Background: an optimization exercise with open tools, aiming at small area and a short achievable clock period. Do not read the settings as production practice.
Function was checked by simulation only, so behaviour that the tests miss may differ from the original.
Power figures rest on the tool's default switching activity, not on a simulated workload.

$ cat flow/config.mk
export PLATFORM = sky130hd
export DESIGN_NAME = zsab
export DESIGN_NICKNAME = zsab
export VERILOG_FILES = /design/flow/design.v
export SDC_FILE = /design/flow/constraint.sdc
export NUM_CORES = 4
export LEC_CHECK = 0
export ABC_AREA = 1
export CAP_MARGIN = 20
export CORE_MARGIN = 2
export CORE_UTILIZATION = 40
export SLEW_MARGIN = 20
$ cat flow/standard.sh
#!/bin/bash
# synth_recipe.tcl (not shown) runs the flow's synth.tcl, then flattens the netlist and writes it again
# the make line also repeats each setting of config.mk as NAME=value (left out here)
make -C /OpenROAD-flow-scripts/flow DESIGN_CONFIG=/design/flow/config.mk WORK_HOME=/design/flow/orfs CLKGATE_MAP_FILE= SYNTH_SCRIPT=/design/flow/synth_recipe.tcl "${@:-finish}"
$ cat flow/flow/run.sh
#!/bin/bash
set -euo pipefail
here=$(pwd)
rm -rf "$here/scripts_mod"
cp -r "$FLOW_HOME/scripts" "$here/scripts_mod"
cp "$here/flow/abc_area.script" "$here/scripts_mod/abc_area.script"
bash standard.sh SCRIPTS_DIR="$here/scripts_mod" \
    "BUFFER_PORTS_ARGS=-buffer_cell sky130_fd_sc_hd__buf_2" finish > "$here/standard.log" 2>&1
$ cat flow/constraint.sdc
create_clock -name core_clock -period 200.0 [get_ports {clk}]
set_input_delay 40.0000 -clock core_clock [delete_from_list [all_inputs] [get_ports {clk}]]
set_output_delay 40.0000 -clock core_clock [all_outputs]
set_load 0.01 [all_outputs]
$ cat flow/design.v
module zsab #(
    parameter [31:0] PREHEAT_NOMINAL      = 32'd400,
    parameter [15:0] PWM_RANGE            = 16'd5000,
    parameter [7:0]  KIND_SUPPORTED       = 8'h01,
    parameter [15:0] RST_UART_DIV         = 16'd16,
    parameter [31:0] RST_FRAME_TIMEOUT_MS = 32'd20,
    parameter [31:0] RST_CONV_SETTLE_MS   = 32'd2,
    parameter [31:0] RST_PWM_BUDGET_MS    = 32'd100,
    parameter [15:0] RST_SCK_HALF         = 16'd4
) (
    input             clk,
    input             rst,
    input      [31:0] ms_now,
    input      [5:0]  bus_addr,
    input             bus_we,
    input             bus_re,
    input      [31:0] bus_wdata,
    output reg [31:0] bus_rdata,
    output            uart_tx,
    input             uart_rx,
    output            sbr_sck,
    output            sbr_cs_n,
    input             sbr_so,
    input             pwm_in,
    output            tmr_suspend,
    output reg        evt_done
);
    localparam [3:0] S_IDLE      = 4'd0,
                     S_SER_START = 4'd1,
                     S_SER_TX    = 4'd2,
                     S_SER_RX    = 4'd3,
                     S_SER_CHECK = 4'd4,
                     S_SBR_START = 4'd5,
                     S_SBR_TRIG  = 4'd6,
                     S_SBR_SETTLE= 4'd7,
                     S_SBR_SETUP = 4'd8,
                     S_SBR_HI    = 4'd9,
                     S_SBR_LO    = 4'd10,
                     S_SBR_EVAL  = 4'd11,
                     S_PWM_START = 4'd12,
                     S_PWM_POLL  = 4'd13,
                     S_PWM_CALC  = 4'd14,
                     S_CHK_START = 4'd15;
    localparam [2:0] P_WAIT_LOW  = 3'd0,
                     P_WAIT_HIGH = 3'd1,
                     P_CNT_HIGH  = 3'd2,
                     P_CNT_LOW   = 3'd3,
                     P_FINISHED  = 3'd4;
    localparam [3:0] C_NONE         = 4'h0,
                     C_SUCCESS_UINT = 4'h1,
                     C_SUCCESS_FP2  = 4'h2,
                     C_FAIL         = 4'hF,
                     C_TIMEOUT      = 4'hE,
                     C_WRONG_ANSWER = 4'hD,
                     C_CHECKSUM     = 4'hC,
                     C_WRONG_ID     = 4'hB,
                     C_CONNECT      = 4'hA,
                     C_ACK_L        = 4'h9,
                     C_ACK_H        = 4'h8;
    localparam [1:0] RX_IDLE = 2'd0, RX_START = 2'd1, RX_DATA = 2'd2, RX_STOP = 2'd3;
    localparam [5:0] A_CMD = 6'h00, A_STATUS = 6'h01, A_RESULT = 6'h02, A_VALUE = 6'h03,
                     A_DEADLINE = 6'h04, A_UART_DIV = 6'h05, A_FRAME_TO = 6'h06,
                     A_CONV_SETTLE = 6'h07, A_PWM_BUDGET = 6'h08, A_SCK_HALF = 6'h09,
                     A_SBR_RAW = 6'h0A, A_PWM_HIGH = 6'h0B, A_PWM_LOW = 6'h0C,
                     A_FRAME0 = 6'h0D, A_FRAME1 = 6'h0E, A_FRAME2 = 6'h0F, A_NOW = 6'h10;
    reg [3:0]  seq;
    reg        done, rej;
    reg [2:0]  op;
    reg [3:0]  code;         
    reg [16:0] value_lo;     
    reg        value_s;
    reg [31:0] warmup_deadline;
    reg [15:0] uart_div;
    reg [31:0] frame_timeout_ms;
    reg [31:0] conv_settle_ms;
    reg [31:0] pwm_budget_ms;
    reg [15:0] sck_half;
    reg [15:0] sbr_raw;
    reg [31:0] pwm_high_ms;
    reg [31:0] pwm_low_ms;
    reg [7:0]  frame [0:8];
    reg [2:0]  pst;
    reg        kind_ok;
    reg [15:0] cnt;          
    reg [3:0]  txi;
    reg [3:0]  txb;          
    reg [31:0] t0;
    reg [31:0] tm;           
    reg [1:0]  rx_st;
    reg [15:0] rx_cnt;       
    reg [2:0]  rx_bit;
    reg [7:0]  rx_sh;
    reg [3:0]  rx_count;
    reg rx_s1, rx_s, so_s1, so_s, pwm_s1, pwm_s;
    integer k;
    wire        busy    = (seq != S_IDLE);
    wire        rx_en   = (seq == S_SER_TX) || (seq == S_SER_RX) || (seq == S_SER_CHECK);
    assign      tmr_suspend = (seq == S_PWM_POLL) || (seq == S_PWM_CALC);
    assign      sbr_sck  = (seq == S_SBR_HI);
    assign      sbr_cs_n = !((seq == S_SBR_TRIG) || (seq == S_SBR_SETUP) ||
                             (seq == S_SBR_HI) || (seq == S_SBR_LO));
    wire        start_st = (seq == S_SER_START) || (seq == S_PWM_START);
    wire [31:0] elapsed;
    zsab_sub #(32) u_el (.a(ms_now), .b(t0 & {32{!start_st}}), .d(elapsed));
    wire [31:0] limit   = start_st              ? warmup_deadline  :
                          (seq == S_SER_RX)     ? frame_timeout_ms :
                          (seq == S_SBR_SETTLE) ? conv_settle_ms : pwm_budget_ms;
    wire        expired;
    zsab_ge #(32) u_exp (.a(elapsed), .b(limit), .ge(expired));
    wire        preheat = !expired;
    wire [31:0] since   = ms_now - tm;
    wire [15:0] cnt_dec, rx_cnt_dec;
    zsab_dec #(16) u_cd (.a(cnt), .d(cnt_dec));
    zsab_dec #(16) u_rd (.a(rx_cnt), .d(rx_cnt_dec));
    wire        cnt_end = (cnt == 16'd1);
    wire        rx_end  = (rx_cnt == 16'd1);
    wire [7:0] fs2, fs3, fs4, fs5, fs6, frame_sum;
    zsab_fadd #(8) u_fs2 (.a(frame[1]), .b(frame[2]), .ci(1'b0), .s(fs2));
    zsab_fadd #(8) u_fs3 (.a(fs2), .b(frame[3]), .ci(1'b0), .s(fs3));
    zsab_fadd #(8) u_fs4 (.a(fs3), .b(frame[4]), .ci(1'b0), .s(fs4));
    zsab_fadd #(8) u_fs5 (.a(fs4), .b(frame[5]), .ci(1'b0), .s(fs5));
    zsab_fadd #(8) u_fs6 (.a(fs5), .b(frame[6]), .ci(1'b0), .s(fs6));
    zsab_fadd #(8) u_fs7 (.a(fs6), .b(frame[7]), .ci(1'b0), .s(frame_sum));
    wire [7:0] frame_chk = 8'd0 - frame_sum;
    reg [7:0] req_byte;
    always @* begin
        case (txi)
            4'd0: req_byte = 8'hFF;
            4'd1: req_byte = 8'h01;
            4'd2: req_byte = 8'h86;
            4'd8: req_byte = 8'h79;
            default: req_byte = 8'h00;
        endcase
    end
    assign uart_tx = (seq != S_SER_TX) || (txb == 4'd9) ||
                     ((txb != 4'd0) && req_byte[txb[2:0] - 3'd1]);
    wire [3:0] cmd_op    = bus_wdata[3:0];
    wire       cmd_legal = (bus_wdata[7:4] == 4'd0) && (bus_wdata[31:16] == 16'd0) &&
                           (cmd_op >= 4'd1) && (cmd_op <= 4'd4) &&
                           ((cmd_op == 4'd2) || (bus_wdata[15:8] == 8'd0));
    reg  [3:0] cmd_start;
    always @* begin
        case (cmd_op)
            4'd1: cmd_start = S_SER_START;
            4'd2: cmd_start = S_SBR_START;
            4'd3: cmd_start = S_PWM_START;
            default: cmd_start = S_CHK_START;
        endcase
    end
    wire        calc    = (seq == S_PWM_CALC);
    wire [31:0] l_in    = calc ? pwm_low_ms : since;
    wire [33:0] den     = {2'b00, pwm_high_ms} + {2'b00, l_in} - 34'd4;
    wire        den_pos = !den[33] && (den[32:0] != 33'd0);
    wire        neg     = (pwm_high_ms[31:1] == 31'd0);
    wire [31:0] mag;
    zsab_dec2 u_mag (.h(pwm_high_ms), .neg(neg), .m(mag));
    wire [44:0] num;
    zsab_x5000 u_mul (.m(mag), .p(num));
    wire [33:0] dw_in = calc ? {tm[7], t0, num[6]} : {2'b00, num[44:13]};
    wire [5:0]  dn_bit = calc ? num[5:0] : num[12:7];    
    wire [32:0] dn = ~den[32:0];
    wire [6:0]  dq;
    wire [32:0] dr [0:6];
    genvar gs;
    generate for (gs = 0; gs < 7; gs = gs + 1) begin : g_div
        wire [33:0] w;
        if (gs == 0) begin : g_first
            assign w = dw_in;
        end else begin : g_next
            assign w = {dr[gs - 1], dn_bit[6 - gs]};
        end
        zsab_dstage u_st (.w(w), .dn(dn), .sel(dq[6 - gs]), .r(dr[gs]));
    end endgenerate
    wire [13:0] quo    = {tm[6:0], dq};
    wire [14:0] pwm_q = neg ? (15'd0 - {1'b0, quo}) : {1'b0, quo};
    wire [15:0] raw       = tm[15:0];
    wire [16:0] sbr_x9, sbr_value;
    zsab_fadd #(17) u_x9  (.a({5'd0, raw[14:3]}), .b({2'd0, raw[14:3], 3'd0}), .ci(1'b0), .s(sbr_x9));
    zsab_fadd #(17) u_x25 (.a(sbr_x9), .b({1'd0, raw[14:3], 4'd0}), .ci(1'b0), .s(sbr_value));
    reg        fin;
    reg [3:0]  fin_code;
    reg [16:0] fin_val;
    reg        fin_s;
    always @* begin
        fin      = 1'b0;
        fin_code = C_NONE;
        fin_val  = 17'd0;
        fin_s    = 1'b0;
        case (seq)
            S_SER_START, S_PWM_START:
                if (preheat) begin
                    fin = 1'b1; fin_code = C_SUCCESS_UINT; fin_val = PREHEAT_NOMINAL[16:0];
                end
            S_SER_RX:
                if (rx_count != 4'd9 && expired) begin
                    fin = 1'b1; fin_code = C_TIMEOUT;
                end
            S_SER_CHECK: begin
                fin = 1'b1;
                if (frame[0] != 8'hFF)
                    fin_code = C_WRONG_ANSWER;
                else if (frame_chk != frame[8])
                    fin_code = C_CHECKSUM;
                else begin
                    fin_code = C_SUCCESS_UINT;
                    fin_val  = {1'b0, frame[6], frame[7]};
                end
            end
            S_SBR_START:
                if (!kind_ok) begin
                    fin = 1'b1; fin_code = C_FAIL;
                end
            S_SBR_EVAL: begin
                fin = 1'b1;
                if (raw[15])
                    fin_code = C_WRONG_ID;
                else if (raw[2])
                    fin_code = C_CONNECT;
                else begin
                    fin_code = C_SUCCESS_FP2;
                    fin_val  = sbr_value;
                end
            end
            S_PWM_POLL:
                if (expired) begin
                    fin = 1'b1;
                    fin_code = (pst == P_WAIT_LOW)  ? C_ACK_L :
                               (pst == P_WAIT_HIGH) ? C_ACK_H : C_TIMEOUT;
                end
            S_PWM_CALC: begin
                fin = 1'b1;
                if (!den_pos)
                    fin_code = C_FAIL;
                else begin
                    fin_code = C_SUCCESS_UINT;
                    fin_val  = {{2{pwm_q[14]}}, pwm_q};
                    fin_s    = pwm_q[14];
                end
            end
            S_CHK_START: begin
                fin = 1'b1; fin_code = C_SUCCESS_UINT; fin_val = {9'd0, frame_chk};
            end
            default: ;
        endcase
    end
    always @* begin
        case (bus_addr)
            A_STATUS:      bus_rdata = {12'd0, rx_count, tmr_suspend, pst, seq,
                                        1'b0, op, 1'b0, rej, done, busy};
            A_RESULT:      bus_rdata = {{29{code[3]}}, code[2:0]};
            A_VALUE:       bus_rdata = {{15{value_s}}, value_lo};
            A_DEADLINE:    bus_rdata = warmup_deadline;
            A_UART_DIV:    bus_rdata = {16'd0, uart_div};
            A_FRAME_TO:    bus_rdata = frame_timeout_ms;
            A_CONV_SETTLE: bus_rdata = conv_settle_ms;
            A_PWM_BUDGET:  bus_rdata = pwm_budget_ms;
            A_SCK_HALF:    bus_rdata = {16'd0, sck_half};
            A_SBR_RAW:     bus_rdata = {16'd0, sbr_raw};
            A_PWM_HIGH:    bus_rdata = pwm_high_ms;
            A_PWM_LOW:     bus_rdata = pwm_low_ms;
            A_FRAME0:      bus_rdata = {frame[3], frame[2], frame[1], frame[0]};
            A_FRAME1:      bus_rdata = {frame[7], frame[6], frame[5], frame[4]};
            A_FRAME2:      bus_rdata = {24'd0, frame[8]};
            A_NOW:         bus_rdata = ms_now;
            default:       bus_rdata = 32'd0;
        endcase
    end
    wire        cfg_we   = bus_we && !busy;
    wire [15:0] div_in   = (bus_wdata[15:2] == 14'd0) ? 16'd4 : bus_wdata[15:0];
    wire [15:0] half_in  = (bus_wdata[15:1] == 15'd0) ? 16'd2 : bus_wdata[15:0];
    wire [31:0] nrst32   = {32{!rst}};
    wire [31:0] rst32    = {32{rst}};
    always @(posedge clk)
        if (rst || (cfg_we && bus_addr == A_DEADLINE))
            warmup_deadline <= bus_wdata & nrst32;
    always @(posedge clk)
        if (rst || (cfg_we && bus_addr == A_UART_DIV))
            uart_div <= (div_in & nrst32[15:0]) | (RST_UART_DIV & rst32[15:0]);
    always @(posedge clk)
        if (rst || (cfg_we && bus_addr == A_FRAME_TO))
            frame_timeout_ms <= (bus_wdata & nrst32) | (RST_FRAME_TIMEOUT_MS & rst32);
    always @(posedge clk)
        if (rst || (cfg_we && bus_addr == A_CONV_SETTLE))
            conv_settle_ms <= (bus_wdata & nrst32) | (RST_CONV_SETTLE_MS & rst32);
    always @(posedge clk)
        if (rst || (cfg_we && bus_addr == A_PWM_BUDGET))
            pwm_budget_ms <= (bus_wdata & nrst32) | (RST_PWM_BUDGET_MS & rst32);
    always @(posedge clk)
        if (rst || (cfg_we && bus_addr == A_SCK_HALF))
            sck_half <= (half_in & nrst32[15:0]) | (RST_SCK_HALF & rst32[15:0]);
    always @(posedge clk) begin
        if (rst) begin
            seq <= S_IDLE; done <= 1'b0; rej <= 1'b0; op <= 3'd0;
            code <= C_NONE; value_lo <= 17'd0; value_s <= 1'b0;
            sbr_raw <= 16'd0; pwm_high_ms <= 32'd0; pwm_low_ms <= 32'd0;
            for (k = 0; k < 9; k = k + 1) frame[k] <= 8'd0;
            pst <= P_WAIT_LOW; kind_ok <= 1'b0; cnt <= 16'd0; txi <= 4'd0; txb <= 4'd0;
            t0 <= 32'd0; tm <= 32'd0;
            rx_st <= RX_IDLE; rx_cnt <= 16'd0; rx_bit <= 3'd0;
            rx_sh <= 8'd0; rx_count <= 4'd0;
            rx_s1 <= 1'b1; rx_s <= 1'b1; so_s1 <= 1'b0; so_s <= 1'b0;
            pwm_s1 <= 1'b1; pwm_s <= 1'b1;
            evt_done <= 1'b0;
        end else begin
            rx_s1  <= uart_rx; rx_s  <= rx_s1;
            so_s1  <= sbr_so;  so_s  <= so_s1;
            pwm_s1 <= pwm_in;  pwm_s <= pwm_s1;
            evt_done <= 1'b0;
            if (bus_we) begin
                case (bus_addr)
                    A_CMD:
                        if (!busy && cmd_legal) begin
                            seq      <= cmd_start;
                            op       <= cmd_op[2:0];
                            done     <= 1'b0;
                            code     <= C_NONE;
                            value_lo <= 17'd0;
                            value_s  <= 1'b0;
                            kind_ok  <= (bus_wdata[15:8] == KIND_SUPPORTED);
                        end else begin
                            rej <= 1'b1;
                        end
                    A_STATUS: begin
                        if (bus_wdata[1]) done <= 1'b0;
                        if (bus_wdata[2]) rej  <= 1'b0;
                    end
                    A_DEADLINE, A_UART_DIV, A_FRAME_TO, A_CONV_SETTLE, A_PWM_BUDGET,
                    A_SCK_HALF, A_FRAME0, A_FRAME1, A_FRAME2:
                        if (busy) begin
                            rej <= 1'b1;
                        end else begin
                            case (bus_addr)
                                A_FRAME0: begin
                                    frame[0] <= bus_wdata[7:0];   frame[1] <= bus_wdata[15:8];
                                    frame[2] <= bus_wdata[23:16]; frame[3] <= bus_wdata[31:24];
                                end
                                A_FRAME1: begin
                                    frame[4] <= bus_wdata[7:0];   frame[5] <= bus_wdata[15:8];
                                    frame[6] <= bus_wdata[23:16]; frame[7] <= bus_wdata[31:24];
                                end
                                A_FRAME2:      frame[8] <= bus_wdata[7:0];
                                default: ;
                            endcase
                        end
                    default: ;
                endcase
            end
            if (rx_en && !fin) begin
                case (rx_st)
                    RX_IDLE:
                        if (!rx_s) begin
                            rx_st <= RX_START; rx_cnt <= {1'b0, uart_div[15:1]};
                        end
                    RX_START:
                        if (rx_end) begin
                            if (!rx_s) begin
                                rx_st <= RX_DATA; rx_cnt <= uart_div; rx_bit <= 3'd0;
                            end else begin
                                rx_st <= RX_IDLE;
                            end
                        end else begin
                            rx_cnt <= rx_cnt_dec;
                        end
                    RX_DATA:
                        if (rx_end) begin
                            rx_sh  <= {rx_s, rx_sh[7:1]};
                            rx_cnt <= uart_div;
                            if (rx_bit == 3'd7) rx_st <= RX_STOP;
                            else rx_bit <= rx_bit + 3'd1;
                        end else begin
                            rx_cnt <= rx_cnt_dec;
                        end
                    default:  
                        if (rx_end) begin
                            rx_st <= RX_IDLE;
                            if (rx_count < 4'd9) begin
                                frame[rx_count] <= rx_sh;
                                rx_count <= rx_count + 4'd1;
                            end
                        end else begin
                            rx_cnt <= rx_cnt_dec;
                        end
                endcase
            end
            case (seq)
                S_SER_START:
                    if (!preheat) begin
                        for (k = 0; k < 9; k = k + 1) frame[k] <= 8'd0;
                        rx_count <= 4'd0;
                        rx_st <= RX_IDLE;
                        txi <= 4'd0; txb <= 4'd0; cnt <= uart_div;
                        seq <= S_SER_TX;
                    end
                S_SER_TX:
                    if (!cnt_end) begin
                        cnt <= cnt_dec;
                    end else begin
                        cnt <= uart_div;
                        if (txb != 4'd9) begin
                            txb <= txb + 4'd1;
                        end else if (txi != 4'd8) begin
                            txi <= txi + 4'd1; txb <= 4'd0;
                        end else begin
                            t0  <= ms_now;
                            seq <= S_SER_RX;
                        end
                    end
                S_SER_RX:
                    if (rx_count == 4'd9) seq <= S_SER_CHECK;
                S_SBR_START:
                    if (kind_ok) begin
                        cnt <= sck_half; seq <= S_SBR_TRIG;
                    end
                S_SBR_TRIG:
                    if (!cnt_end) begin
                        cnt <= cnt_dec;
                    end else begin
                        t0 <= ms_now; seq <= S_SBR_SETTLE;
                    end
                S_SBR_SETTLE:
                    if (expired) begin
                        cnt <= sck_half; seq <= S_SBR_SETUP;
                    end
                S_SBR_SETUP:
                    if (!cnt_end) begin
                        cnt <= cnt_dec;
                    end else begin
                        cnt <= sck_half; txb <= 4'd15; seq <= S_SBR_HI;
                    end
                S_SBR_HI:
                    if (!cnt_end) begin
                        cnt <= cnt_dec;
                    end else begin
                        tm[15:0] <= {tm[14:0], so_s}; cnt <= sck_half; seq <= S_SBR_LO;
                    end
                S_SBR_LO:
                    if (!cnt_end) begin
                        cnt <= cnt_dec;
                    end else if (txb == 4'd0) begin
                        seq <= S_SBR_EVAL;
                    end else begin
                        txb <= txb - 4'd1; cnt <= sck_half; seq <= S_SBR_HI;
                    end
                S_SBR_EVAL:
                    sbr_raw <= raw;
                S_PWM_START:
                    if (!preheat) begin
                        t0 <= ms_now;
                        pst <= P_WAIT_LOW;
                        pwm_high_ms <= 32'd0; pwm_low_ms <= 32'd0;
                        seq <= S_PWM_POLL;
                    end
                S_PWM_POLL:
                    if (!expired) begin
                        case (pst)
                            P_WAIT_LOW:
                                if (!pwm_s) pst <= P_WAIT_HIGH;
                            P_WAIT_HIGH:
                                if (pwm_s) begin
                                    tm <= ms_now; pst <= P_CNT_HIGH;
                                end
                            P_CNT_HIGH:
                                if (!pwm_s) begin
                                    pwm_high_ms <= since; tm <= ms_now;
                                    pst <= P_CNT_LOW;
                                end
                            P_CNT_LOW:
                                if (pwm_s) begin
                                    pwm_low_ms <= since; pst <= P_FINISHED;
                                    seq <= S_PWM_CALC;
                                    t0 <= dr[6][31:0];
                                    tm[7:0] <= {dr[6][32], dq};
                                end
                            default: ;
                        endcase
                    end
                default: ;
            endcase
            if (fin) begin
                code     <= fin_code;
                value_lo <= fin_val;
                value_s  <= fin_s;
                done     <= 1'b1;
                seq      <= S_IDLE;
                evt_done <= 1'b1;
                rx_st    <= RX_IDLE;
            end
        end
    end
endmodule
module zsab_sub #(parameter W = 32) (input [W-1:0] a, input [W-1:0] b, output [W-1:0] d);
    wire [W:0] c;
    assign c[0] = 1'b1;
    genvar j;
    generate for (j = 0; j < W; j = j + 1) begin : g
        assign d[j]   = a[j] ^ ~b[j] ^ c[j];
        assign c[j+1] = (a[j] & ~b[j]) | (c[j] & (a[j] | ~b[j]));
    end endgenerate
endmodule
module zsab_ge #(parameter W = 32) (input [W-1:0] a, input [W-1:0] b, output ge);
    wire [W:0] c;
    assign c[0] = 1'b1;
    genvar j;
    generate for (j = 0; j < W; j = j + 1) begin : g
        assign c[j+1] = (a[j] & ~b[j]) | (c[j] & (a[j] | ~b[j]));
    end endgenerate
    assign ge = c[W];
endmodule
module zsab_dec #(parameter W = 16) (input [W-1:0] a, output [W-1:0] d);
    wire [W:0] b;
    assign b[0] = 1'b1;
    genvar j;
    generate for (j = 0; j < W; j = j + 1) begin : g
        assign d[j]   = a[j] ^ b[j];
        assign b[j+1] = b[j] & ~a[j];
    end endgenerate
endmodule
module zsab_dec2 (input [31:0] h, input neg, output [31:0] m);
    wire [31:0] d;
    wire [31:0] b;
    assign d[0] = h[0];
    assign b[1] = 1'b1;
    genvar j;
    generate for (j = 1; j < 32; j = j + 1) begin : g
        assign d[j] = h[j] ^ b[j];
        if (j < 31) begin : g_b
            assign b[j+1] = b[j] & ~h[j];
        end
    end endgenerate
    assign m = neg ? {30'd0, ~h[0], h[0]} : d;
endmodule
module zsab_fadd #(parameter W = 32) (input [W-1:0] a, input [W-1:0] b, input ci, output [W-1:0] s);
    wire [W:0] c;
    assign c[0] = ci;
    genvar j;
    generate for (j = 0; j < W; j = j + 1) begin : g
        assign s[j]   = a[j] ^ b[j] ^ c[j];
        assign c[j+1] = (a[j] & b[j]) | (a[j] & c[j]) | (b[j] & c[j]);
    end endgenerate
endmodule
module zsab_x5000 (input [31:0] m, output [44:0] p);
    wire [34:0] m5;      
    wire [35:0] m15;     
    wire [41:0] m625;    
    zsab_fadd #(35) u_a (.a({3'b000, m}), .b({1'b0, m, 2'b00}), .ci(1'b0), .s(m5));
    zsab_fadd #(36) u_b (.a({m, 4'd0}), .b(~{4'd0, m}), .ci(1'b1), .s(m15));
    zsab_fadd #(42) u_c (.a({m5, 7'd0}), .b(~{6'd0, m15}), .ci(1'b1), .s(m625));
    assign p = {m625, 3'd0};
endmodule
module zsab_dstage (input [33:0] w, input [32:0] dn, output sel, output [32:0] r);
    wire [33:0] c;
    assign c[0] = 1'b1;
    genvar j;
    generate for (j = 0; j < 33; j = j + 1) begin : g
        assign c[j+1] = (w[j] & dn[j]) | (c[j] & (w[j] | dn[j]));
        assign r[j]   = w[j] ^ (sel & (dn[j] ^ c[j]));
    end endgenerate
    assign sel = w[33] | c[33];
endmodule
$ cat flow/flow/abc_area.script
strash
dch
map -D 30000 -B 0.9
topo
stime -c
buffer -c
dnsize -c
==> summary.json, run 1 <==
{
  "outcome": {
    "status": "complete, no violations"
  },
  "synth": {
    "synth_largest_area_cell": "edfxtp_1",
    "post_synth_instance_area_um2": 44100,
    "synth.ff_latch_count": 475,
    "ys_types": 51,
    "syn-num-nets": 6851,
    "synth.most_common_cell": "nand2_1",
    "leading_register_cell_type_out_of_synthesis": "dfxtp_1",
    "yosysWarningCount": 1,
    "syn_avg_cell_area_um2": 6.89,
    "ys_async_sr_fraction": 0,
    "synth_edf_count": 232,
    "register_area_share_after_synthesis": 0.268,
    "yosys-top-cells-area": "edfxtp_1 16%, nand2_1 12%, dfxtp_1 11%",
    "netlist.area_leader.share": 0.158,
    "post_synth_inst_count": 6399,
    "top_cells_by_instance_count_after_synthesis": "1465 x nand2_1, 1011 x inv_1, 573 x nor2_1"
  },
  "sta": {
    "setup_total_negative_slack_ps": 0,
    "final_setup_fails": 0,
    "worst_slew_pin_slew_ps": 1130,
    "timing.final.crit_period_ps": 83190,
    "timing.clock.skew_ps": 43.4,
    "final_max_slew_viol_count": 0,
    "upper_clock_frequency_limit_ghz": 0.0120,
    "grt_setup_unrepaired": "no",
    "final_critical_path_setup_slack_ps": 116810,
    "slew-limit-headroom": 0.241,
    "final.hold.worst_slack_ps": 412,
    "hold_viol_final": 0,
    "layout_worst_path_cycle_share": 0.416
  },
  "floorplanning": {
    "design.die.area_um2": 113000,
    "placeableCoreArea_um2": 109000,
    "initial_core_util": 0.404,
    "ioPinCount": 114,
    "die_ht_um": 336,
    "fp-row-count": 121,
    "die_width_um": 336
  },
  "clock_tree": {
    "numCtsBuffers": 52,
    "cts_root_buffer": "clkbuf_16",
    "postCtsSetupBuffers": 0,
    "tritoncts_num_sinks": 475,
    "number_of_hold_buffers_added_after_cts": 0,
    "clk_pin_slew_ps": 60,
    "cts_buffer_depth": 3,
    "cts_htree_levels": 2,
    "clock_tree_from_tritoncts": "built",
    "cts.repair.resized": 0,
    "clock_insertion_delay_worst_skew_ps": 660
  },
  "drt": {
    "wirelength_um": 166000,
    "detailedRoute.firstIterationViolations": 4582,
    "vias_per_cell": 5.51,
    "drt.antenna.violating_nets": 0,
    "route.met2.wl_um": 71700,
    "met3_wirelength_um": 14400,
    "drc": 0,
    "wirelength_met1_um": 71000,
    "detailed_route_via_count": 43700,
    "drt-wirelength-per-cell_um": 20.9,
    "top_layer": "met5",
    "detail_route.first_pass.iterations": 6
  },
  "grt": {
    "globalRoute.totalOverflow": 0,
    "grt_antenna_before_repair": 10,
    "grtUsageTotal": 0.286,
    "grt_start_max_net_pins": 98,
    "wire_length_of_the_first_global_routing_pass_um": 246000,
    "number_of_global_route_vias_before_repair": 39800
  },
  "final_layout": {
    "finalNetCount": 6853,
    "final_layout_size_suffix_gt1_frac": 0.0559,
    "instances_no_fill": 7921,
    "utilization": 0.441,
    "n_fill_cell": 11300,
    "area_growth_pct": 9.18,
    "seqCellArea_um2": 11800,
    "layout.cell_area.non_filler_um2": 48100,
    "multi_input_comb_area_um2": 27600
  },
  "critical_path": {
    "r2r-start": "pwm_high_ms[30]$_SDFFE_PP0P_",
    "cp_startpoint_kind": "primary input",
    "path_depth": 13,
    "critical_path_cell_sequence": "buf_2 > nor2_1 > inv_1 > nor3_1 > inv_1 > nor2_1 > inv_1 > nor2_1 > inv_1 > o21ai_0 > a2111oi_0 > nand3_1 > buf_2",
    "cpLargestDelayFamily": "simple AND/OR/NAND/NOR gates",
    "r2r-end": "value_lo[16]$_SDFFE_PP0P_",
    "criticalPathCategory": "primary input to primary output",
    "critical_path.n_buffers_inverters": 6,
    "crit_path_max_incr_delay_ps": 640,
    "critPathMaxFanout": 10,
    "worst_setup_path_startpoint": "bus_addr[5]",
    "crit_path_end_kind": "primary output",
    "arrival_time_reported_for_the_critical_path_endpoint_ps": 43190,
    "critical_path.endpoint": "bus_rdata[11]",
    "r2r.worst_path.cells": 286,
    "r2r_slack_ps": 153150,
    "cp.required_ps": 160000,
    "cp_common_cell": "inv_1",
    "critPathSlowestCell": "nor2_1"
  },
  "flow_run": {
    "cap_violations": 0
  },
  "placed_design": {
    "total_of_buffers_placed_on_input_and_output_ports": 112,
    "placement.cell_area_um2": 46400,
    "place_hpwl_um": 128000,
    "post-place-cells": 7823,
    "routabilityCongestion": 0.980,
    "pre_cts_slack_ps": 117020
  },
  "power_and_ir_drop": {
    "vdd_drop_max_uv": 8.65,
    "overall_power_mw": 0.326,
    "power_density_nw_per_um2": 6.77,
    "static-leakage-power_nw": 21.8
  },
  "hold_path": {
    "min-delay-path-class": "flop to flop",
    "whs_path_depth": 2
  }
}
[final cells by class]
| class | count | area share |
|---|---|---|
| clock buffers | 64 | 0.0288 |
| multi-input cells | 4636 | 0.572 |
| inverters | 1031 | 0.0805 |
| repair buffers | 205 | 0.0265 |
| diodes | 1 | 0.0000520 |
| well taps | 1476 | 0.0384 |
| flip-flops and latches | 475 | 0.246 |
| clock inverters | 33 | 0.00749 |
[tightest hold or removal path: stages (launching register included)]
cell,delay [ps]
dfxtp_1,300
inv_1,40
nor2_1,30
[logic make-up (layout without fill, tap and decap cells)]
logic type / Yosys count / in the layout / share of synthesized area
flops: 475 / 475 / 0.268
other cells: 0 / 1 / 0
fa+ha+maj: 402 / 402 / 0.142
xor+xnor: 355 / 355 / 0.0705
buf+inv: 1288 / 1333 / 0.110
compound gates: 1181 / 1181 / 0.157
simple gates: 2698 / 2698 / 0.252
[per-layer routing]
metal / global-route usage / up-vias
met5: 0 / -
met4: 0.131 / 6
met3: 0.0458 / 386
met2: 0.443 / 1902
met1: 0.391 / 20500
li1: - / 20900
[where the power goes]
part / leakage (nW) / total [mW] / switching [mW] / internal, mW
Combinational: 16.7 / 0.114 / 0.0779 / 0.0365
Sequential: 4.27 / 0.109 / 0.00299 / 0.106
Clock: 0.854 / 0.103 / 0.0453 / 0.0573
[state kept, by name (all words and copies together), names as in the netlist, 4 cells and up]
register and cells:
seq 4, tm 32, pwm_high_ms 32, sck_half 16, pwm_budget_ms 32, frame 72, conv_settle_ms 32, rx_sh 8
txb 4, rx_cnt 16, frame_timeout_ms 32, pwm_low_ms 32, sbr_raw 16, value_lo 17, code 4, t0 32
cnt 16, uart_div 16, rx_count 4, txi 4, warmup_deadline 32
[placed cells by master (no fill, tap or decap), types with 7 or more instances in the layout]
master	count
nor4_1	20
clkbuf_16	52
o21ai_0	442
o22ai_1	73
maj3_1	27
clkbuf_1	8
o21bai_1	9
o31ai_1	8
or2_2	43
clkinv_1	24
xor2_1	311
buf_4	92
xnor2_1	43
nor3_1	49
nor2_2	9
dfxtp_1	243
a221oi_1	74
nand2_1	1462
edfxtp_1	232
a21oi_1	368
fa_1	171
ha_1	204
nand3_1	482
clkinv_2	12
nor2_1	561
o2111ai_1	22
o221ai_1	7
a211oi_1	67
inv_1	1010
a2111oi_0	13
nand4_1	49
nand3b_1	11
buf_2	111
a22oi_1	28
o211ai_1	28
[how the worst min path moves through the flow]
stage,from,to,slack (ps)
6_report,so_s1$_SDFF_PP0_,so_s$_SDFF_PP0_,410
4_1_cts,rx_s1$_SDFF_PP1_,rx_s$_SDFF_PP1_,410
3_3_place_gp,rx_s1$_SDFF_PP1_,rx_s$_SDFF_PP1_,390
3_5_place_dp,rx_s1$_SDFF_PP1_,rx_s$_SDFF_PP1_,400
5_1_grt,pwm_s1$_SDFF_PP1_,pwm_s$_SDFF_PP1_,440
2_1_floorplan,so_s1$_SDFF_PP0_,so_s$_SDFF_PP0_,390
==> run 2: changes to the inputs <==
==> flow/flow/run.sh (replaced) <==
#!/bin/bash
set -euo pipefail
here=$(pwd)
rm -rf "$here/scripts_mod"
cp -r "$FLOW_HOME/scripts" "$here/scripts_mod"
cp "$here/flow/abc_area.script" "$here/scripts_mod/abc_area.script"
bash standard.sh SCRIPTS_DIR="$here/scripts_mod" \
    "BUFFER_PORTS_ARGS=-buffer_cell sky130_fd_sc_hd__buf_2" SETUP_SLACK_MARGIN=118 finish > "$here/standard.log" 2>&1
==> run 2 against run 1 <==
Wire length rose by 1.2%; die area did not move; design area rose by 2.0%; combinational power barely moved; clock power barely moved; register-to-register slack improved by 40 ps; sequential cell count did not move; hold slack got worse by 3.7 ps; global-route usage rose by 0.21 points; fmax rose by 1.4%; first-iteration DRC count rose by 3.0%; critical endpoint is now bus_rdata[14].
==> summary.json, run 2 <==
{
  "floorplanning": {
    "ioPinCount": {"value": 114, "change": "unchanged"},
    "die_ht": {"value": 336, "unit": "um", "change": "unchanged"},
    "fp-row-count": {"value": 121, "change": "unchanged"},
    "design.die.area": {"value": 113000, "unit": "um^2", "change": "unchanged"},
    "placeableCoreArea": {"value": 109000, "unit": "um^2", "change": "unchanged"},
    "initial_core_util": {"value": 0.404, "change": "unchanged"},
    "die_width": {"value": 336, "unit": "um", "change": "unchanged"}
  },
  "critical_path": {
    "r2r.worst_path.cells": {"value": 286, "change": "unchanged"},
    "r2r_slack": {"value": 153190, "unit": "ps", "change": "+40 ps"},
    "r2r-start": "pwm_high_ms[30]$_SDFFE_PP0P_",
    "r2r-end": "value_lo[16]$_SDFFE_PP0P_",
    "arrival_time_reported_for_the_critical_path_endpoint": {"value": 42040, "unit": "ps", "change": "-1150 ps"},
    "cp.required": {"value": 160000, "unit": "ps", "change": "about the same"},
    "crit_path_max_incr_delay": {"value": 430, "unit": "ps", "change": "-210 ps"},
    "criticalPathCategory": "primary input to primary output",
    "cp_startpoint_kind": "primary input",
    "crit_path_end_kind": "primary output",
    "critical_path.endpoint": "bus_rdata[14]",
    "critPathSlowestCell": "a2111oi_0",
    "critPathMaxFanout": {"value": 14, "change": "+4"},
    "worst_setup_path_startpoint": "bus_addr[0]",
    "critical_path_cell_sequence": "buf_2 > nor2_1 > nand2_2 > nor2_1 > buf_6 > inv_1 > buf_12 > o22ai_4 > a2111oi_0 > nand2_1 > buf_2"
  },
  "grt": {
    "grt.met3_usage": {"value": 0.0475, "change": "+0.00173"},
    "number_of_global_route_vias_before_repair": {"value": 40100, "change": "+0.70%"},
    "globalRouteMet2Util": {"value": 0.445, "change": "+0.00171"},
    "global_route.peak_usage_layer": "met2",
    "grtUsageTotal": {"value": 0.288, "change": "+0.00205"},
    "grt_antenna_before_repair": {"value": 14, "change": "+4"},
    "grt.met1_usage": {"value": 0.391, "change": "about the same"},
    "globalRoute.totalOverflow": {"value": 0, "change": "unchanged"},
    "grt_start_max_net_pins": {"value": 98, "change": "unchanged"},
    "wire_length_of_the_first_global_routing_pass": {"value": 248000, "unit": "um", "change": "+0.61%"}
  },
  "synth": {
    "synth_edf_count": {"value": 232, "change": "unchanged"},
    "yosys-top-cells-area": "edfxtp_1 16%, nand2_1 12%, dfxtp_1 11%",
    "synth.most_common_cell": "nand2_1",
    "ys_types": {"value": 51, "change": "unchanged"},
    "synth_largest_area_cell": "edfxtp_1",
    "top_cells_by_instance_count_after_synthesis": "1465 x nand2_1, 1011 x inv_1, 573 x nor2_1",
    "yosysWarningCount": {"value": 1, "change": "unchanged"},
    "synth.ff_latch_count": {"value": 475, "change": "unchanged"},
    "syn-num-nets": {"value": 6851, "change": "unchanged"},
    "syn_avg_cell_area": {"value": 6.89, "unit": "um^2", "change": "unchanged"},
    "netlist.area_leader.share": {"value": 0.158, "change": "unchanged"},
    "leading_register_cell_type_out_of_synthesis": "dfxtp_1",
    "ys_async_sr_fraction": {"value": 0, "change": "unchanged"},
    "register_area_share_after_synthesis": {"value": 0.268, "change": "unchanged"},
    "post_synth_inst_count": {"value": 6399, "change": "unchanged"},
    "post_synth_instance_area": {"value": 44100, "unit": "um^2", "change": "unchanged"}
  },
  "final_layout": {
    "multi_input_comb_area": {"value": 27900, "unit": "um^2", "change": "+1.4%"},
    "layout.cell_area.non_filler": {"value": 49100, "unit": "um^2", "change": "+2.0%"},
    "n_fill_cell": {"value": 11200, "change": "-0.84%"},
    "largest_reg_flops": {"value": 72, "change": "unchanged"},
    "instances_no_fill": {"value": 7963, "change": "+0.53%"},
    "register_bank_with_the_most_flops": "frame",
    "finalNetCount": {"value": 6894, "change": "+0.60%"},
    "area_growth_pct": 11.4,
    "final_layout_size_suffix_gt1_frac": {"value": 0.0722, "change": "+0.0163"},
    "mostFrequentLayoutCell": "nand2_1",
    "utilization": {"value": 0.450, "change": "+0.00889"},
    "seqCellArea": {"value": 11800, "unit": "um^2", "change": "unchanged"},
    "final_cell_mix": "1460 x nand2_1, 994 x inv_1, 554 x nor2_1"
  },
  "power_and_ir_drop": {
    "static-leakage-power": {"value": 22.2, "unit": "nW", "change": "+1.7%"},
    "power_density": {"value": 6.65, "unit": "nW/um^2", "change": "-1.7%"},
    "vdd_drop_max": {"value": 8.74, "unit": "uV", "change": "+1.1%"}
  },
  "clock_tree": {
    "numCtsBuffers": {"value": 52, "change": "unchanged"},
    "tritoncts_num_sinks": {"value": 475, "change": "unchanged"},
    "cts_buffer_depth": {"value": 3, "change": "unchanged"},
    "clock_tree_from_tritoncts": "built",
    "clock_insertion_delay_worst_skew": {"value": 660, "unit": "ps", "change": "about the same"},
    "clk_pin_slew": {"value": 60, "unit": "ps", "change": "about the same"},
    "number_of_hold_buffers_added_after_cts": {"value": 0, "change": "unchanged"},
    "cts_htree_levels": {"value": 2, "change": "unchanged"},
    "cts_root_buffer": "clkbuf_16"
  },
  "sta": {
    "hold_viol_final": {"value": 0, "change": "unchanged"},
    "setup_total_negative_slack": {"value": 0, "unit": "ps", "change": "unchanged"},
    "worst_slew_pin_slew": {"value": 1070, "unit": "ps", "change": "-65.4 ps"},
    "final_setup_fails": {"value": 0, "change": "unchanged"},
    "timing.final.crit_period": {"value": 82040, "unit": "ps", "change": "-1150 ps"},
    "final_critical_path_setup_slack": {"value": 117960, "unit": "ps", "change": "+1150 ps"},
    "grt_setup_unrepaired": "no",
    "final_max_slew_viol_count": {"value": 0, "change": "unchanged"},
    "layout_worst_path_cycle_share": {"value": 0.410, "change": "-0.00574"},
    "slew-limit-headroom": {"value": 0.280, "change": "+0.0388"},
    "timing.clock.skew": {"value": 42.3, "unit": "ps", "change": "-1.05 ps"},
    "upper_clock_frequency_limit": {"value": 0.0122, "unit": "GHz", "change": "+1.4%"}
  },
  "placed_design": {
    "pre_cts_slack": {"value": 117020, "unit": "ps", "change": "unchanged"},
    "place_hpwl": {"value": 128000, "unit": "um", "change": "unchanged"},
    "total_of_buffers_placed_on_input_and_output_ports": {"value": 112, "change": "unchanged"},
    "routabilityCongestion": {"value": 0.980, "change": "unchanged"},
    "placement.cell_area": {"value": 46400, "unit": "um^2", "change": "unchanged"},
    "post-place-cells": {"value": 7823, "change": "unchanged"}
  },
  "drt": {
    "drt.antenna.violating_nets": {"value": 0, "change": "unchanged"},
    "drt-wirelength-per-cell": {"value": 21.1, "unit": "um", "change": "+0.70%"},
    "detailed_route_via_count": {"value": 44000, "change": "+0.71%"},
    "wirelength": {"value": 168000, "unit": "um", "change": "+1.2%"},
    "vias_per_cell": {"value": 5.52, "change": "+0.18%"},
    "drc": {"value": 0, "change": "unchanged"},
    "detailedRoute.firstIterationViolations": {"value": 4720, "change": "+3.0%"},
    "detail_route.first_pass.iterations": {"value": 5, "change": "-1"}
  },
  "flow_run": {
    "cap_violations": {"value": 0, "change": "unchanged"}
  },
  "hold_path": {
    "min-delay-path-class": "flop to flop"
  },
  "outcome": {
    "status": "complete, no violations"
  }
}
run 2: cell counts after synthesis:
Identical to the previous run, type by type.
run 2: logic make-up after synthesis:
group / after synthesis / synth area share
flip-flops: 475 / 0.268
buffers and inverters: 1288 / 0.110
XOR/XNOR: 355 / 0.0705
adder cells (fa/ha/maj): 402 / 0.142
AO/OA/AOI/OAI: 1181 / 0.157
AND/OR/NAND/NOR: 2698 / 0.252
run 2: area by class of cell:
class,count,share of cell area
antenna,2,0.000102
clock buffer,64,0.0282
multi-input combinational,4636,0.569
inverter,1031,0.0796
tap,1476,0.0376
timing repair buffer,246,0.0372
clock inverter,33,0.00734
sequential,475,0.241
run 2: worst max-delay path, delay by kind of cell:
| kind | cells | cell delay [ps] |
|---|---|---|
| AOI/OAI and AO/OA | 2 | 550 |
| and+or+nand+nor | 4 | 560 |
| buffers and inverters | 5 | 900 |
run 2: power by group:
group	switching (mW)	internal [mW]
Sequential	0.00303	0.106
Clock	0.0456	0.0573
Combinational	0.0782	0.0368
run 2: worst min-delay path by stage:
stage	from	end	slack (ps)	cells after the start
floorplan	so_s1$_SDFF_PP0_	so_s$_SDFF_PP0_	390	2
global placement	rx_s1$_SDFF_PP1_	rx_s$_SDFF_PP1_	390	1
detailed placement	rx_s1$_SDFF_PP1_	rx_s$_SDFF_PP1_	400	1
CTS	rx_s1$_SDFF_PP1_	rx_s$_SDFF_PP1_	410	1
global route	pwm_s1$_SDFF_PP1_	pwm_s$_SDFF_PP1_	440	1
finish	rx_s1$_SDFF_PP1_	rx_s$_SDFF_PP1_	410	1
run 2: metrics by stage:
stage               power, mW  hold WS, ps
finish                  0.327          409
global route            0.345          435
CTS                     0.325          413
detailed placement      0.223          398
global placement        0.222          395
floorplan               0.193          388
run 2: layer usage:
metal | up-vias | share of wire | wire [um]
met5 | - | 0.00051 | 85
met4 | 12 | 0.058 | 9770
met3 | 427 | 0.089 | 15000
met2 | 1904 | 0.43 | 72300
met1 | 20700 | 0.42 | 70700
li1 | 21000 | - | -
run 2: timing repair:
| item | CTS | global route |
|---|---|---|
| gates cloned | 1 | 5 |
| pin swaps | 7 | 14 |
| setup buffers | 21 | 14 |
| resized for setup | 76 | 54 |
| setup endpoints to repair | 32 | 31 |
==> run 3: changes to the inputs <==
==> flow/flow/run.sh (replaced) <==
#!/bin/bash
set -euo pipefail
here=$(pwd)
rm -rf "$here/scripts_mod"
cp -r "$FLOW_HOME/scripts" "$here/scripts_mod"
cp "$here/flow/abc_area.script" "$here/scripts_mod/abc_area.script"
bash standard.sh SCRIPTS_DIR="$here/scripts_mod" \
    "BUFFER_PORTS_ARGS=-buffer_cell sky130_fd_sc_hd__buf_2" SETUP_SLACK_MARGIN=117 finish > "$here/standard.log" 2>&1
==> flow/flow/abc_area.script (replaced) <==
strash
dch
map -D 25
topo
stime -c
buffer -c
dnsize -c
==> run 3 against run 2 <==
Register-to-register slack worse by 370 ps; design area is 3.0% lower; global-route usage is 0.17 points lower; highest routed layer unchanged; critical path depth stayed put; clock power hardly changed; area after synthesis is 1.3% lower; sequential cell count stayed put; count of clock-buffer cells in the layout is 2 higher; sequential share of layout area is 0.75 points higher.
==> summary.json, run 3 <==
{
  "critical_path": {
    "critical_path_cell_sequence": "buf_2 > nor2_1 > nand3_1 > nor2_2 > nand2_2 > inv_1 > nor2_1 > inv_1 > a221oi_1 > o2111ai_1 > buf_2",
    "cpLargestDelayFamily": "simple AND/OR/NAND/NOR gates",
    "r2r-start": "pwm_high_ms[30]$_SDFFE_PP0P_",
    "criticalPathCategory": "primary input to primary output",
    "worst_setup_path_startpoint": "bus_addr[5]",
    "path_depth": {"value": 11, "change": "unchanged"},
    "cp.required": {"value": 160000, "unit": "ps", "change": "about the same"},
    "r2r.worst_path.cells": {"value": 271, "change": "-5.2%"},
    "crit_path_max_incr_delay": {"value": 450, "unit": "ps", "change": "+20 ps"},
    "r2r-end": "value_lo[16]$_SDFFE_PP0P_",
    "critical_path.endpoint": "bus_rdata[20]",
    "crit_path_end_kind": "primary output",
    "critPathMaxFanout": {"value": 14, "change": "unchanged"},
    "cp_startpoint_kind": "primary input",
    "critical_path.n_buffers_inverters": {"value": 4, "change": "-1"},
    "r2r_slack": {"value": 152820, "unit": "ps", "change": "-370 ps"},
    "critPathSlowestCell": "inv_1",
    "arrival_time_reported_for_the_critical_path_endpoint": {"value": 42890, "unit": "ps", "change": "+850 ps"}
  },
  "sta": {
    "slew-limit-headroom": {"value": 0.205, "change": "-0.0754"},
    "timing.final.crit_period": {"value": 82890, "unit": "ps", "change": "+848 ps"},
    "upper_clock_frequency_limit": {"value": 0.0121, "unit": "GHz", "change": "-1.0%"},
    "timing.clock.skew": {"value": 47.3, "unit": "ps", "change": "+4.95 ps"},
    "worst_slew_pin_slew": {"value": 1190, "unit": "ps", "change": "+119 ps"},
    "grt_setup_unrepaired": "no",
    "hold_viol_final": {"value": 0, "change": "unchanged"},
    "layout_worst_path_cycle_share": {"value": 0.414, "change": "+0.00424"},
    "final_setup_fails": {"value": 0, "change": "unchanged"},
    "setup_total_negative_slack": {"value": 0, "unit": "ps", "change": "unchanged"},
    "final_max_slew_viol_count": {"value": 0, "change": "unchanged"}
  },
  "drt": {
    "drc": {"value": 0, "change": "unchanged"},
    "wirelength": {"value": 165000, "unit": "um", "change": "-1.9%"},
    "detail_route.first_pass.iterations": {"value": 7, "change": "+2"},
    "vias_per_cell": {"value": 5.62, "change": "+1.7%"},
    "detailedRoute.firstIterationViolations": {"value": 5124, "change": "+8.6%"},
    "detailed_route_via_count": {"value": 42200, "change": "-4.1%"},
    "drt-wirelength-per-cell": {"value": 21.9, "unit": "um", "change": "+4.0%"},
    "drt.antenna.violating_nets": {"value": 0, "change": "unchanged"}
  },
  "power_and_ir_drop": {
    "static-leakage-power": {"value": 20.6, "unit": "nW", "change": "-7.1%"},
    "internal_power": {"value": 0.213, "unit": "mW", "change": "+6.7%"},
    "vdd_drop_max": {"value": 9.38, "unit": "uV", "change": "+7.3%"},
    "overall_power": {"value": 0.353, "unit": "mW", "change": "+8.1%"},
    "pwr-share-clk": {"value": 0.300, "change": "-0.015"},
    "pwr-share-seq": {"value": 0.309, "change": "-0.024"},
    "power_density": {"value": 7.41, "unit": "nW/um^2", "change": "+11%"},
    "power_frac_comb": {"value": 0.391, "change": "+0.039"},
    "power.switching_fraction": {"value": 0.396, "change": "+0.00782"},
    "switching_power": {"value": 0.140, "unit": "mW", "change": "+10%"}
  },
  "final_layout": {
    "largest_reg_flops": {"value": 72, "change": "unchanged"},
    "seqCellArea": {"value": 11800, "unit": "um^2", "change": "unchanged"},
    "instances_no_fill": {"value": 7506, "change": "-5.7%"},
    "final_layout_size_suffix_gt1_frac": {"value": 0.0611, "change": "-0.0111"},
    "mostFrequentLayoutCell": "nand2_1",
    "n_fill_cell": {"value": 11200, "change": "+0.25%"},
    "layout.cell_area.non_filler": {"value": 47600, "unit": "um^2", "change": "-3.0%"},
    "multi_input_comb_area": {"value": 27200, "unit": "um^2", "change": "-2.8%"},
    "register_bank_with_the_most_flops": "frame",
    "utilization": {"value": 0.439, "change": "-0.0105"},
    "finalNetCount": {"value": 6497, "change": "-5.8%"},
    "final_cell_mix": "1113 x nand2_1, 968 x inv_1, 513 x nor2_1",
    "area_growth_pct": 9.41
  },
  "grt": {
    "globalRoute.totalOverflow": {"value": 0, "change": "unchanged"},
    "grt_antenna_before_repair": {"value": 7, "change": "-7"},
    "grt_start_max_net_pins": {"value": 99, "change": "+1.0%"},
    "wire_length_of_the_first_global_routing_pass": {"value": 243000, "unit": "um", "change": "-1.9%"},
    "number_of_global_route_vias_before_repair": {"value": 38500, "change": "-3.9%"},
    "grtUsageTotal": {"value": 0.286, "change": "-0.00173"}
  },
  "synth": {
    "yosys-top-cells-area": "edfxtp_1 16%, dfxtp_1 11%, nand2_1 9.6%",
    "netlist.area_leader.share": {"value": 0.160, "change": "+0.00201"},
    "yosys-mux-area-fraction": {"value": 0, "change": "unchanged"},
    "synth_compound_area_frac": {"value": 0.170, "change": "+0.0129"},
    "post_synth_instance_area": {"value": 43500, "unit": "um^2", "change": "-1.3%"},
    "top_cells_by_instance_count_after_synthesis": "1118 x nand2_1, 971 x inv_1, 525 x nor2_1",
    "syn_avg_cell_area": {"value": 7.22, "unit": "um^2", "change": "+4.7%"},
    "synth_xor_area_frac": {"value": 0.0966, "change": "+0.0260"},
    "synth_fa_ha_area_frac": {"value": 0.144, "change": "+0.00203"},
    "largest_family_of_logic_cells_by_synthesized_area": "simple AND/OR/NAND/NOR gates",
    "post_synth_inst_count": {"value": 6033, "change": "-5.7%"},
    "synth_largest_area_cell": "edfxtp_1",
    "synth.most_common_cell": "nand2_1",
    "post_synth_and_or_nand_nor_area_fraction": {"value": 0.211, "change": "-0.0416"},
    "register_area_share_after_synthesis": {"value": 0.272, "change": "+0.00342"},
    "yosysWarningCount": {"value": 1, "change": "unchanged"},
    "ys_types": {"value": 54, "change": "+5.9%"},
    "synth.ff_latch_count": {"value": 475, "change": "unchanged"},
    "ys_async_sr_fraction": {"value": 0, "change": "unchanged"},
    "synth_edf_count": {"value": 232, "change": "unchanged"},
    "syn-num-nets": {"value": 6485, "change": "-5.3%"},
    "leading_register_cell_type_out_of_synthesis": "dfxtp_1"
  },
  "outcome": {
    "status": "complete, no violations"
  },
  "clock_tree": {
    "cts.repair.resized": {"value": 2, "change": "-97%"},
    "postCtsSetupBuffers": {"value": 0, "change": "-100%"},
    "clk_pin_slew": {"value": 50, "unit": "ps", "change": "about the same"},
    "number_of_hold_buffers_added_after_cts": {"value": 0, "change": "unchanged"},
    "cts_buffer_depth": {"value": 3, "change": "unchanged"},
    "clock_insertion_delay_worst_skew": {"value": 650, "unit": "ps", "change": "about the same"},
    "tritoncts_num_sinks": {"value": 475, "change": "unchanged"},
    "clock_tree_from_tritoncts": "built",
    "cts_root_buffer": "clkbuf_16",
    "numCtsBuffers": {"value": 52, "change": "unchanged"},
    "cts_htree_levels": {"value": 2, "change": "unchanged"}
  },
  "hold_path": {
    "min-delay-path-class": "flop to flop"
  },
  "floorplanning": {
    "initial_core_util": {"value": 0.402, "change": "-0.00229"},
    "ioPinCount": {"value": 114, "change": "unchanged"},
    "placeableCoreArea": {"value": 108000, "unit": "um^2", "change": "-0.69%"},
    "die_ht": {"value": 334, "unit": "um", "change": "-0.62%"},
    "design.die.area": {"value": 111000, "unit": "um^2", "change": "-1.2%"},
    "fp-row-count": {"value": 121, "change": "unchanged"},
    "die_width": {"value": 334, "unit": "um", "change": "-0.62%"}
  },
  "placed_design": {
    "post-place-cells": {"value": 7405, "change": "-5.3%"},
    "routabilityCongestion": {"value": 1.01, "change": "+2.7%"},
    "place_hpwl": {"value": 128000, "unit": "um", "change": "-0.24%"},
    "placement.cell_area": {"value": 45800, "unit": "um^2", "change": "-1.3%"},
    "total_of_buffers_placed_on_input_and_output_ports": {"value": 112, "change": "unchanged"}
  },
  "flow_run": {
    "cap_violations": {"value": 0, "change": "unchanged"}
  }
}
-- run 3: changes by cell type in the layout (fill, tap and decap cells not counted), moves of 41 or more --
cell and change:
o22ai_1 +41, a221oi_1 +43, o21ai_0 -60, nor2_1 -41, a31oi_1 +48, xnor2_1 +43
nand2_1 -347, nand3_1 -115, xor2_1 +82
-- run 3: logic make-up after synthesis --
kind of cell | Yosys count
XOR/XNOR | 480
adder cells (fa/ha/maj) | 403
AO/OA/AOI/OAI | 1231
buffers and inverters | 1242
flip-flops | 475
AND/OR/NAND/NOR | 2202
-- run 3: area by class of cell --
| cell class | instances | share of cell area |
|---|---|---|
| clock buffers | 66 | 0.0297 |
| repair buffers | 206 | 0.0269 |
| diodes | 3 | 0.000158 |
| well taps | 1414 | 0.0371 |
| clock inverters | 32 | 0.00880 |
| flip-flops and latches | 475 | 0.248 |
| inverters | 994 | 0.0784 |
| multi-input cells | 4316 | 0.570 |
-- run 3: power by group through the flow --
stage	Sequential [mW]	Combinational, mW	Clock, mW
3_5_place_dp	0.111	0.136	0
3_3_place_gp	0.111	0.134	0
2_1_floorplan	0.109	0.100	0
4_1_cts	0.109	0.136	0.106
6_report	0.109	0.138	0.106
5_1_grt	0.109	0.153	0.110
-- run 3: worst min path at each step --
stage                           startpoint              end  slack [ps]  cells past startpoint
after floorplan           so_s1$_SDFF_PP0_  so_s$_SDFF_PP0_         390                      2
after global placement    rx_s1$_SDFF_PP1_  rx_s$_SDFF_PP1_         400                      1
after detailed placement  so_s1$_SDFF_PP0_  so_s$_SDFF_PP0_         400                      2
after CTS                 so_s1$_SDFF_PP0_  so_s$_SDFF_PP0_         410                      2
after global routing      so_s1$_SDFF_PP0_  so_s$_SDFF_PP0_         430                      2
final                     so_s1$_SDFF_PP0_  so_s$_SDFF_PP0_         400                      2
-- run 3: metrics by stage --
stage	setup WS (ps)	hold WS (ps)
3_5_place_dp	116740	398
2_1_floorplan	118500	388
3_3_place_gp	116730	395
5_1_grt	117050	429
6_report	117110	403
4_1_cts	117000	407
-- run 3: tightest hold or removal path: stages, from the launching register on --
cell     delay, ps
dfxtp_1        290
inv_1           40
nor2_1          30
-- run 3: layer usage --
metal,up-vias,global-route usage,part of all wire
li1,20000,-,-
met1,20000,0.394,0.42
met2,1849,0.447,0.44
met3,313,0.0431,0.093
met4,4,0.120,0.050
met5,-,0,0.00018
==> run 4: changes to the inputs <==
==> flow/flow/abc_area.script (replaced) <==
strash
dch
map -B 0.5
topo
stime -c
buffer -c
dnsize -c
==> run 4 against run 3 <==
Still clean; via count down 0.24%; final cell count increased by 0.59%; synthesized cell count increased by 0.81%; count of clock-buffer cells in the layout grew 7; hold slack improved by 15 ps; clock skew decreased by 17 ps; combinational power down 7%; clock power rose by 5%; largest cell class unchanged; highest routed layer unchanged.
==> summary.json, run 4 <==
{
  "synth": {
    "leading_register_cell_type_out_of_synthesis": "dfxtp_1",
    "synth_edf_count": {"value": 232, "change": "unchanged"},
    "synth_fa_ha_area_frac": {"value": 0.144, "change": "+0.000582"},
    "synth.ff_latch_count": {"value": 475, "change": "unchanged"},
    "post_synth_and_or_nand_nor_area_fraction": {"value": 0.221, "change": "+0.0104"},
    "syn_avg_cell_area": {"value": 7.14, "unit": "um^2", "change": "-1.0%"},
    "ys_async_sr_fraction": {"value": 0, "change": "unchanged"},
    "top_cells_by_instance_count_after_synthesis": "1288 x nand2_1, 974 x inv_1, 539 x nor2_1",
    "netlist.area_leader.share": {"value": 0.160, "change": "+0.000392"},
    "post_synth_instance_area": {"value": 43400, "unit": "um^2", "change": "-0.24%"},
    "synth_largest_area_cell": "edfxtp_1",
    "post_synth_inst_count": {"value": 6082, "change": "+0.81%"},
    "syn-num-nets": {"value": 6534, "change": "+0.76%"},
    "yosys-mux-area-fraction": {"value": 0.000231, "change": "+0.000231"},
    "yosys-top-cells-area": "edfxtp_1 16%, dfxtp_1 11%, nand2_1 11%",
    "largest_family_of_logic_cells_by_synthesized_area": "simple AND/OR/NAND/NOR gates",
    "synth_compound_area_frac": {"value": 0.154, "change": "-0.0155"},
    "synth.most_common_cell": "nand2_1",
    "synth_xor_area_frac": {"value": 0.0994, "change": "+0.00286"},
    "register_area_share_after_synthesis": {"value": 0.272, "change": "+0.000666"},
    "ys_types": {"value": 58, "change": "+7.4%"},
    "yosysWarningCount": {"value": 1, "change": "unchanged"}
  },
  "drt": {
    "detailed_route_via_count": {"value": 42100, "change": "-0.24%"},
    "drc": {"value": 0, "change": "unchanged"},
    "vias_per_cell": {"value": 5.57, "change": "-0.83%"},
    "detail_route.first_pass.iterations": {"value": 6, "change": "-1"},
    "drt.antenna.violating_nets": {"value": 0, "change": "unchanged"},
    "drt-wirelength-per-cell": {"value": 21.8, "unit": "um", "change": "-0.50%"},
    "detailedRoute.firstIterationViolations": {"value": 4740, "change": "-7.5%"},
    "wirelength": {"value": 165000, "unit": "um", "change": "about the same"}
  },
  "sta": {
    "worst_slew_pin_slew": {"value": 1260, "unit": "ps", "change": "+77.1 ps"},
    "final_max_slew_viol_count": {"value": 0, "change": "unchanged"},
    "slew-limit-headroom": {"value": 0.135, "change": "-0.0695"},
    "grt_setup_unrepaired": "no",
    "timing.clock.skew": {"value": 30.5, "unit": "ps", "change": "-16.8 ps"},
    "timing.final.crit_period": {"value": 83140, "unit": "ps", "change": "+255 ps"},
    "layout_worst_path_cycle_share": {"value": 0.416, "change": "+0.00128"},
    "final_setup_fails": {"value": 0, "change": "unchanged"},
    "hold_viol_final": {"value": 0, "change": "unchanged"},
    "setup_total_negative_slack": {"value": 0, "unit": "ps", "change": "unchanged"},
    "upper_clock_frequency_limit": {"value": 0.0120, "unit": "GHz", "change": "-0.31%"}
  },
  "critical_path": {
    "r2r.worst_path.cells": {"value": 281, "change": "+3.7%"},
    "crit_path_end_kind": "primary output",
    "critical_path_cell_sequence": "buf_2 > inv_1 > nor2_1 > inv_1 > nor3_1 > buf_4 > inv_1 > buf_4 > o22ai_1 > a2111oi_0 > nand3_1 > buf_2",
    "critical_path.n_buffers_inverters": {"value": 7, "change": "+3"},
    "cp_startpoint_kind": "primary input",
    "path_depth": {"value": 12, "change": "+1"},
    "cpLargestDelayFamily": "compound AO/OA/AOI/OAI gates",
    "criticalPathCategory": "primary input to primary output",
    "crit_path_max_incr_delay": {"value": 1100, "unit": "ps", "change": "+650 ps"},
    "arrival_time_reported_for_the_critical_path_endpoint": {"value": 43140, "unit": "ps", "change": "+250 ps"},
    "cp_common_cell": "inv_1",
    "critPathMaxFanout": {"value": 24, "change": "+10"},
    "cp.required": {"value": 160000, "unit": "ps", "change": "about the same"},
    "critPathSlowestCell": "a2111oi_0"
  },
  "final_layout": {
    "finalNetCount": {"value": 6551, "change": "+0.83%"},
    "layout.cell_area.non_filler": {"value": 47600, "unit": "um^2", "change": "about the same"},
    "largest_reg_flops": {"value": 72, "change": "unchanged"},
    "area_growth_pct": 9.57,
    "n_fill_cell": {"value": 11000, "change": "-1.7%"},
    "utilization": {"value": 0.443, "change": "+0.00384"},
    "mostFrequentLayoutCell": "nand2_1",
    "multi_input_comb_area": {"value": 27000, "unit": "um^2", "change": "-0.52%"},
    "seqCellArea": {"value": 11800, "unit": "um^2", "change": "unchanged"},
    "final_layout_size_suffix_gt1_frac": {"value": 0.0597, "change": "-0.00136"},
    "register_bank_with_the_most_flops": "frame",
    "final_cell_mix": "1284 x nand2_1, 972 x inv_1, 527 x nor2_1"
  },
  "power_and_ir_drop": {
    "static-leakage-power": {"value": 21.0, "unit": "nW", "change": "+1.9%"},
    "vdd_drop_max": {"value": 7.39, "unit": "uV", "change": "-21%"},
    "power_density": {"value": 7.33, "unit": "nW/um^2", "change": "-1.2%"}
  },
  "grt": {
    "grtUsageTotal": {"value": 0.287, "change": "+0.000836"},
    "number_of_global_route_vias_before_repair": {"value": 38300, "change": "-0.48%"},
    "globalRoute.totalOverflow": {"value": 0, "change": "unchanged"},
    "grt_start_max_net_pins": {"value": 81, "change": "-18%"},
    "wire_length_of_the_first_global_routing_pass": {"value": 244000, "unit": "um", "change": "+0.15%"},
    "grt_antenna_before_repair": {"value": 16, "change": "+9"}
  },
  "hold_path": {
    "whs_path_depth": {"value": 1, "change": "-1"},
    "min-delay-path-class": "flop to flop"
  },
  "floorplanning": {
    "placeableCoreArea": {"value": 107000, "unit": "um^2", "change": "-0.96%"},
    "ioPinCount": {"value": 114, "change": "unchanged"},
    "fp-row-count": {"value": 120, "change": "-0.83%"},
    "initial_core_util": {"value": 0.404, "change": "+0.00292"},
    "design.die.area": {"value": 111000, "unit": "um^2", "change": "-0.24%"},
    "die_width": {"value": 333, "unit": "um", "change": "-0.12%"},
    "die_ht": {"value": 333, "unit": "um", "change": "-0.12%"}
  },
  "placed_design": {
    "total_of_buffers_placed_on_input_and_output_ports": {"value": 112, "change": "unchanged"},
    "routabilityCongestion": {"value": 0.999, "change": "-0.72%"},
    "placement.cell_area": {"value": 45600, "unit": "um^2", "change": "-0.39%"},
    "place_hpwl": {"value": 127000, "unit": "um", "change": "-0.28%"}
  },
  "outcome": {
    "status": "complete, no violations"
  },
  "clock_tree": {
    "cts_htree_levels": {"value": 2, "change": "unchanged"},
    "clock_tree_from_tritoncts": "built",
    "tritoncts_num_sinks": {"value": 475, "change": "unchanged"},
    "clk_pin_slew": {"value": 60, "unit": "ps", "change": "about the same"},
    "numCtsBuffers": {"value": 54, "change": "+3.8%"},
    "cts_buffer_depth": {"value": 3, "change": "unchanged"},
    "cts_root_buffer": "clkbuf_16",
    "clock_insertion_delay_worst_skew": {"value": 650, "unit": "ps", "change": "about the same"}
  },
  "flow_run": {
    "cap_violations": {"value": 0, "change": "unchanged"}
  }
}
[run 4: changes by cell type after synthesis, moves of 17 or more]
cell      previous run  this run
a22oi_1             38        21
o22ai_1            105        74
nand4_1             78        48
a21oi_1            367       344
a211oi_1            24        46
nand2_1           1118      1288
a221oi_1           106        78
xor2_1             394       412
o211ai_1            49        30
o221ai_1            14        32
[run 4: area by class of cell]
cell class	count	area share
Sequential cell	475	0.249
Tap cell	1403	0.0369
Clock buffer	73	0.0322
Timing Repair Buffer	203	0.0263
Clock inverter	28	0.00870
Antenna cell	3	0.000158
Multi-Input combinational cell	4365	0.568
Inverter	1000	0.0790
[run 4: layer usage]
layer,global-route usage,part of all wire
met1,0.405,0.43
met2,0.438,0.43
met3,0.0448,0.098
met4,0.116,0.046
met5,0,0.00042
[run 4: repair_timing]
| action | CTS | global route |
|---|---|---|
| setup endpoints to repair | 12 | 2 |
| setup buffers | 0 | 0 |
| gates resized for setup | 2 | 2 |
| hold buffers | 0 | 0 |
[run 4: worst paths after layout]
kind / from / to / slack [ps]
setup / recovery: bus_addr[3] / bus_rdata[10] / 116860
hold / removal: rx_s1$_SDFF_PP1_ / rx_s$_SDFF_PP1_ / 420
setup reg to reg: pwm_high_ms[30]$_SDFFE_PP0P_ / value_lo[8]$_SDFFE_PP0P_ / 154540
hold reg to reg: rx_s1$_SDFF_PP1_ / rx_s$_SDFF_PP1_ / 420
[run 4: stage by stage]
| step | cells | power [mW] | hold slack (ps) | setup slack (ps) |
|---|---|---|---|---|
| finish | 7550 | 0.349 | 418 | 116860 |
| global route | 7549 | 0.368 | 422 | 117080 |
| CTS | 7546 | 0.348 | 420 | 117130 |
| detailed placement | 7445 | 0.237 | 404 | 116790 |
| global placement | 7445 | 0.236 | 391 | 116790 |
| floorplan | 6082 | 0.202 | 388 | 118370 |
[run 4: kinds of logic (layout without fill, tap and decap cells)]
group                    Yosys count  count (layout)
other                              0               3
multiplexers                       1               1
AO/OA/AOI/OAI                   1122            1122
flip-flops                       475             475
buffers and inverters           1242            1304
adder cells (fa/ha/maj)          404             404
XOR/XNOR                         493             493
AND/OR/NAND/NOR                 2345            2345
[run 4: where the power goes]
| part | internal (mW) | switching, mW | leakage [nW] | total [mW] |
|---|---|---|---|---|
| sequential | 0.106 | 0.00279 | 4.23 | 0.109 |
| combinational | 0.0434 | 0.0857 | 15.8 | 0.129 |
| clock | 0.0656 | 0.0453 | 0.942 | 0.111 |
| total | 0.215 | 0.134 | 21.0 | 0.349 |

-- re-timing with driven ports --
How much do the figures lean on ideal ports? The routed layouts below were timed once more, with nothing changed but the port constraints. Step 1, drivers: a clkbuf_16 drives clk and a buf_2 each remaining input, both assumed. Step 2 times the ports against the registers' clock, not the clock port: input delays grow and output delays shrink by t, the midpoint of the rising clock arrivals with the driver on. a / b / c = no drivers / after step 1 / after step 2; a / b = the first two.
run	t, ns	slack for setup (ns)	worst hold slack (ns)	worst register clock-pin slew, ns
run 1	0.716	116.811 / 116.792 / 116.792	0.412 / 0.412 / 0.412	0.07 / 0.07
run 2	0.714	117.959 / 117.936 / 117.936	0.409 / 0.409 / 0.409	0.07 / 0.07
run 3	0.697	117.111 / 117.089 / 117.089	0.403 / 0.403 / 0.403	0.07 / 0.07
run 4	0.702	116.856 / 116.793 / 116.793	0.418 / 0.418 / 0.418	0.07 / 0.07
After both steps every run listed still meets setup and hold. For run 4, which loses most, drivers alone change the setup slack by -0.063 ns; drivers and shift together by -0.063 ns.
